What follows belongs to an exercise in optimizing a design on an open flow for small area, a short achievable clock period and few clock cycles; a production flow would make more cautious choices.
The RTL was checked by simulation tests, not by an equivalence proof against the original design.
Power figures rest on the tool's default switching activity, not on a simulated workload.

==> inputs of run K <==
// dither_core
module dither_core (
    input             clk,
    input             rst,
    input             reg_we,
    input      [2:0]  reg_addr,
    input      [31:0] reg_wdata,
    output reg [31:0] reg_rdata,
    output     [31:0] src_addr,
    input      [7:0]  src_data,
    output     [31:0] dst_raddr,
    input      [7:0]  dst_rdata,
    output            dst_we,
    output     [31:0] dst_waddr,
    output     [7:0]  dst_wdata,
    output            rnd_take,
    input      [8:0]  rnd_data
);
clock: 40.0 ns
lec_check: 0
abc_area: 1
cap_margin: 20
core_margin: 2
core_utilization: 40
place_density: 0.6
slew_margin: 20
standard.sh (not shown) runs the stock make flow with config.mk's settings and CLKGATE_MAP_FILE= SYNTH_SCRIPT=/design/flow/synth_recipe.tcl, a recipe that flattens the netlist after the stock synthesis.
==> flow/flow/run.sh <==
#!/bin/bash
# The standard layout (standard.sh, unchanged synthesis and steps) with these
# ORFS settings changed:
#  - the port buffers are plain buf_2 cells instead of the flow's default delay
#    cells (every input and output port still gets its buffer);
#  - clock tree synthesis builds the tree from clkbuf_4/clkbuf_8 cells and
#    inserts no dummy loads;
#  - repair_timing keeps working on paths until their slack is 22.5 ns, so the
#    register-port and port-to-port paths get sized up.
set -euo pipefail
export BUFFER_PORTS_ARGS="-buffer_cell sky130_fd_sc_hd__buf_2"
export CTS_ARGS="-sink_clustering_enable -repair_clock_nets -buf_list {sky130_fd_sc_hd__clkbuf_4 sky130_fd_sc_hd__clkbuf_8} -dont_use_dummy_load"
export SETUP_SLACK_MARGIN=22.5
bash standard.sh > standard.log 2>&1
==> run X (differences from run K) <==
==> flow/flow/run.sh (replaced) <==
#!/bin/bash
# The standard layout (standard.sh, unchanged synthesis and steps) with two
# settings of the ORFS flow changed:
#  - the port buffers are plain buf_2 cells instead of the flow's default delay
#    cells (every input and output port still gets its buffer);
#  - clock tree synthesis builds the tree from clkbuf_4/clkbuf_8 cells and
#    inserts no dummy loads.
set -euo pipefail
export BUFFER_PORTS_ARGS="-buffer_cell sky130_fd_sc_hd__buf_2"
export CTS_ARGS="-sink_clustering_enable -repair_clock_nets -buf_list {sky130_fd_sc_hd__clkbuf_4 sky130_fd_sc_hd__clkbuf_8} -dont_use_dummy_load"
bash standard.sh > standard.log 2>&1
==> flow/config.mk (replaced) <==
export PLATFORM = sky130hd
export DESIGN_NAME = dither_core
export DESIGN_NICKNAME = dither_core
export VERILOG_FILES = /design/flow/design.v
export SDC_FILE = /design/flow/constraint.sdc
export NUM_CORES = 4
export LEC_CHECK = 0
export ABC_AREA = 1
export CAP_MARGIN = 20
export CORE_MARGIN = 2
export CORE_UTILIZATION = 60
export PLACE_DENSITY = 0.75
export SLEW_MARGIN = 60
==> run R (differences from run K) <==
--- a/flow/design.v
+++ b/flow/design.v
@@ -277,18 +277,16 @@
     reg        row0;           
     reg [2:0]  xm, ym;         
     reg [7:0]  s;              
     reg        wbit;           
     reg        wen;            
     reg        en;             
     reg [7:0]  em;             
     reg [23:0] q;
-    reg        c3n;            
-    reg [4:0]  c3m;            
     wire [7:0]  va   = q[7:0];
     wire [7:0]  vb   = q[15:8];
     wire [7:0]  t1   = q[23:16];
     wire [11:0] psum = q[11:0];
     wire [9:0]  csum = q[21:12];
     wire [3:0] op  = cmd[3:0];
     wire [2:0] sel = cmd[6:4];
     wire [7:0] thr_t = cmd[15:8];
@@ -448,25 +446,23 @@
     wire x_ge1 = (xs != 2'd0);
     wire x_ge2 = xs[1];
     wire xr_ge2 = (xr[15:1] != 15'd0);                     
     wire xr_ge3 = (xr[15:2] != 14'd0) || (xr[1:0] == 2'd3);  
     wire yr_ge2 = (yr[15:1] != 15'd0);                     
     wire [7:0] c1 = x_ge2 ? fs1(qmag(vb)) : 8'd0;
     wire [7:0] c5 = (x_ge1 && xr_ge2) ? fs5(qmag(va)) : 8'd0;
     wire       fa_we = xr_ge3;
-    wire [7:0] c3 = row0 ? 8'd0 : {3'd0, c3m};
+    wire [7:0] c3 = xr_ge3 ? fs3(qmag(dst_rdata)) : 8'd0;
     wire [7:0] c7 = em;                
     wire       fa    = (xst == X_FA);
-    wire [7:0] c3_n  = fs3(qmag(dst_rdata));
-    wire [7:0] sa_b  = (fa || row0) ? s : t1;
-    wire [7:0] sa_o1 = sa_pm(sa_b, fa ? qneg(vb) : c3n, fa ? c1 : c3);
-    wire [7:0] sa_o2 = sa_pm(sa_o1, fa ? qneg(va) : en, fa ? c5 : c7);
-    wire [7:0] t1_n  = sa_o2;
-    wire [7:0] fb_v  = sa_o2;
+    wire [7:0] sa_o1 = sa_pm((fa || row0) ? s : t1, fa ? qneg(vb) : en, fa ? c1 : c7);
+    wire [7:0] sa_o2 = sa_pm(sa_o1, qneg(va), c5);
+    wire [7:0] t1_n  = sa_pm(sa_o2, qneg(dst_rdata), c3);
+    wire [7:0] fb_v  = sa_o1;
     wire       fb_o = qneg(fb_v);
     wire       fb_dif = x_ge1 && xr_ge2 && yr_ge2;
     reg [1:0] bsel;
     always @(*) begin
         case (xst)
             X_FA:    bsel = B_U;
             X_PAT:   bsel = p_b;
             default: bsel = B_L;
@@ -575,18 +571,16 @@
                     end
                 end
                 X_FPRO: begin
                     a <= a_inc[31:0];
                     s <= src_data;
                 end
                 X_FA: begin
                     q   <= {t1_n, va, dst_rdata};
-                    c3n <= qneg(dst_rdata);
-                    c3m <= xr_ge3 ? c3_n[4:0] : 5'd0;
                 end
                 X_FB: begin
                     a <= a_inc[31:0];
                     s <= src_data;
                     en <= qneg(fb_v);
                     em <= fb_dif ? fs7(qmag(fb_v)) : 8'd0;
                     if (last_col) begin
                         xr   <= width;
==> flow/flow/run.sh (replaced) <==
#!/bin/bash
# The standard layout (standard.sh, unchanged synthesis and steps) with these
# ORFS settings changed:
#  - the port buffers are plain buf_1 cells instead of the flow's default delay
#    cells (every input and output port still gets its buffer);
#  - clock tree synthesis builds the tree from clkbuf_4/clkbuf_8 cells and
#    inserts no dummy loads;
#  - repair_timing keeps working on paths until their slack is 22.5 ns, so the
#    register-port and port-to-port paths get sized up.
set -euo pipefail
export BUFFER_PORTS_ARGS="-buffer_cell sky130_fd_sc_hd__buf_1"
export CTS_ARGS="-sink_clustering_enable -repair_clock_nets -buf_list {sky130_fd_sc_hd__clkbuf_4 sky130_fd_sc_hd__clkbuf_8} -dont_use_dummy_load"
export SETUP_SLACK_MARGIN=22.5
bash standard.sh > standard.log 2>&1
==> flow/config.mk (replaced) <==
export PLATFORM = sky130hd
export DESIGN_NAME = dither_core
export DESIGN_NICKNAME = dither_core
export VERILOG_FILES = /design/flow/design.v
export SDC_FILE = /design/flow/constraint.sdc
export NUM_CORES = 4
export LEC_CHECK = 0
export ABC_AREA = 1
export CAP_MARGIN = 20
export CORE_MARGIN = 2
export CORE_UTILIZATION = 60
export PLACE_DENSITY = 0.75
export SLEW_MARGIN = 20
==> comparison table <==
| item | run X | run K | run R |
|---|---|---|---|
| Result of the run | timing/DRC/antenna clean | timing/DRC/antenna clean | timing/DRC/antenna clean |
| Standard cell core area | 32600 um2 | 49100 um2 | 32500 um2 |
| Post-Synth Adder-Cell Area | 0.162 | 0.162 | 0.171 |
| Final net count | 3282 | 3296 | 3286 |
| Utilization after layout | 0.664 | 0.452 | 0.658 |
| Reg2Reg Capture Point | em[5]$_SDFFE_PP0N_ | em[5]$_SDFFE_PP0N_ | q[19]$_DFFE_PP_ |
| Synth Area in Simple Gates | 0.247 | 0.247 | 0.254 |
| Number of enable flip-flop cells after synthesis | 71 | 71 | 65 |
| Cell area after synthesis | 19900 um2 | 19900 um2 | 19800 um2 |
| Share of cell area taken by flip-flops and latches | 0.230 | 0.225 | 0.224 |
| Register-to-Register Path Depth | 55 | 55 | 54 |
| Area used by multi-input combinational logic | 12700 um2 | 12700 um2 | 12900 um2 |
| Number of standard cells after synthesis | 2864 | 2864 | 2839 |
| Count of TritonRoute iterations in the first routing pass | 7 | 6 | 7 |
| Total non-filler cell area in the finished layout | 21700 um2 | 22100 um2 | 21400 um2 |
| Power density cells | 53.8 nW/um2 | 54.1 nW/um2 | 61.3 nW/um2 |
| Initial Utilization | 0.610 | 0.406 | 0.610 |
| Flip-flop and latch area | 4980 um2 | 4980 um2 | 4790 um2 |
| Arrival time at the worst endpoint | 9880 ps | 9420 ps | 9490 ps |
| Fraction of met2 tracks used by global routing | 0.587 | 0.449 | 0.606 |
| Cell Count, Final, Fillers Out | 3441 | 3678 | 3436 |
| Non-clock buffers, area share | 0.0545 | 0.0584 | 0.0474 |
| Post-synthesis cell type count | 67 | 67 | 73 |
| Post-layout power | 0.00117 W | 0.00120 W | 0.00131 W |
Testbench counts of run K, summed over its fixed seeds: cycles 93,702.
Testbench counts of run X, summed over its fixed seeds: cycles 93,702.
Testbench counts of run R, summed over its fixed seeds: cycles 93,702.

[port drivers added, routing unchanged]
No port has a modelled driver above. Below, the same layouts with a new extraction and two added sets of constraints.
Step 1: set_driving_cell puts a clkbuf_16 on clk and a buf_2 on each other input, an assumption about the parent block.
Step 2 also shifts input and output timing later by t, the mid clock arrival at the registers, as if the neighbouring blocks saw the same clock.
Slacks: ideal ports / drivers / drivers and shift; pairs: ideal ports / drivers.
run	t, ns	slack for setup (ns)	cell pins on the clock port's net
run K	0.648	22.579 / 22.557 / 22.557	1
run X	0.609	22.123 / 22.073 / 22.170	1
run R	0.603	22.510 / 22.490 / 22.490	1
After both steps setup and hold are still met in every run listed. For run K, which loses most, drivers alone change the setup slack by -0.022 ns; drivers and shift together by -0.022 ns.
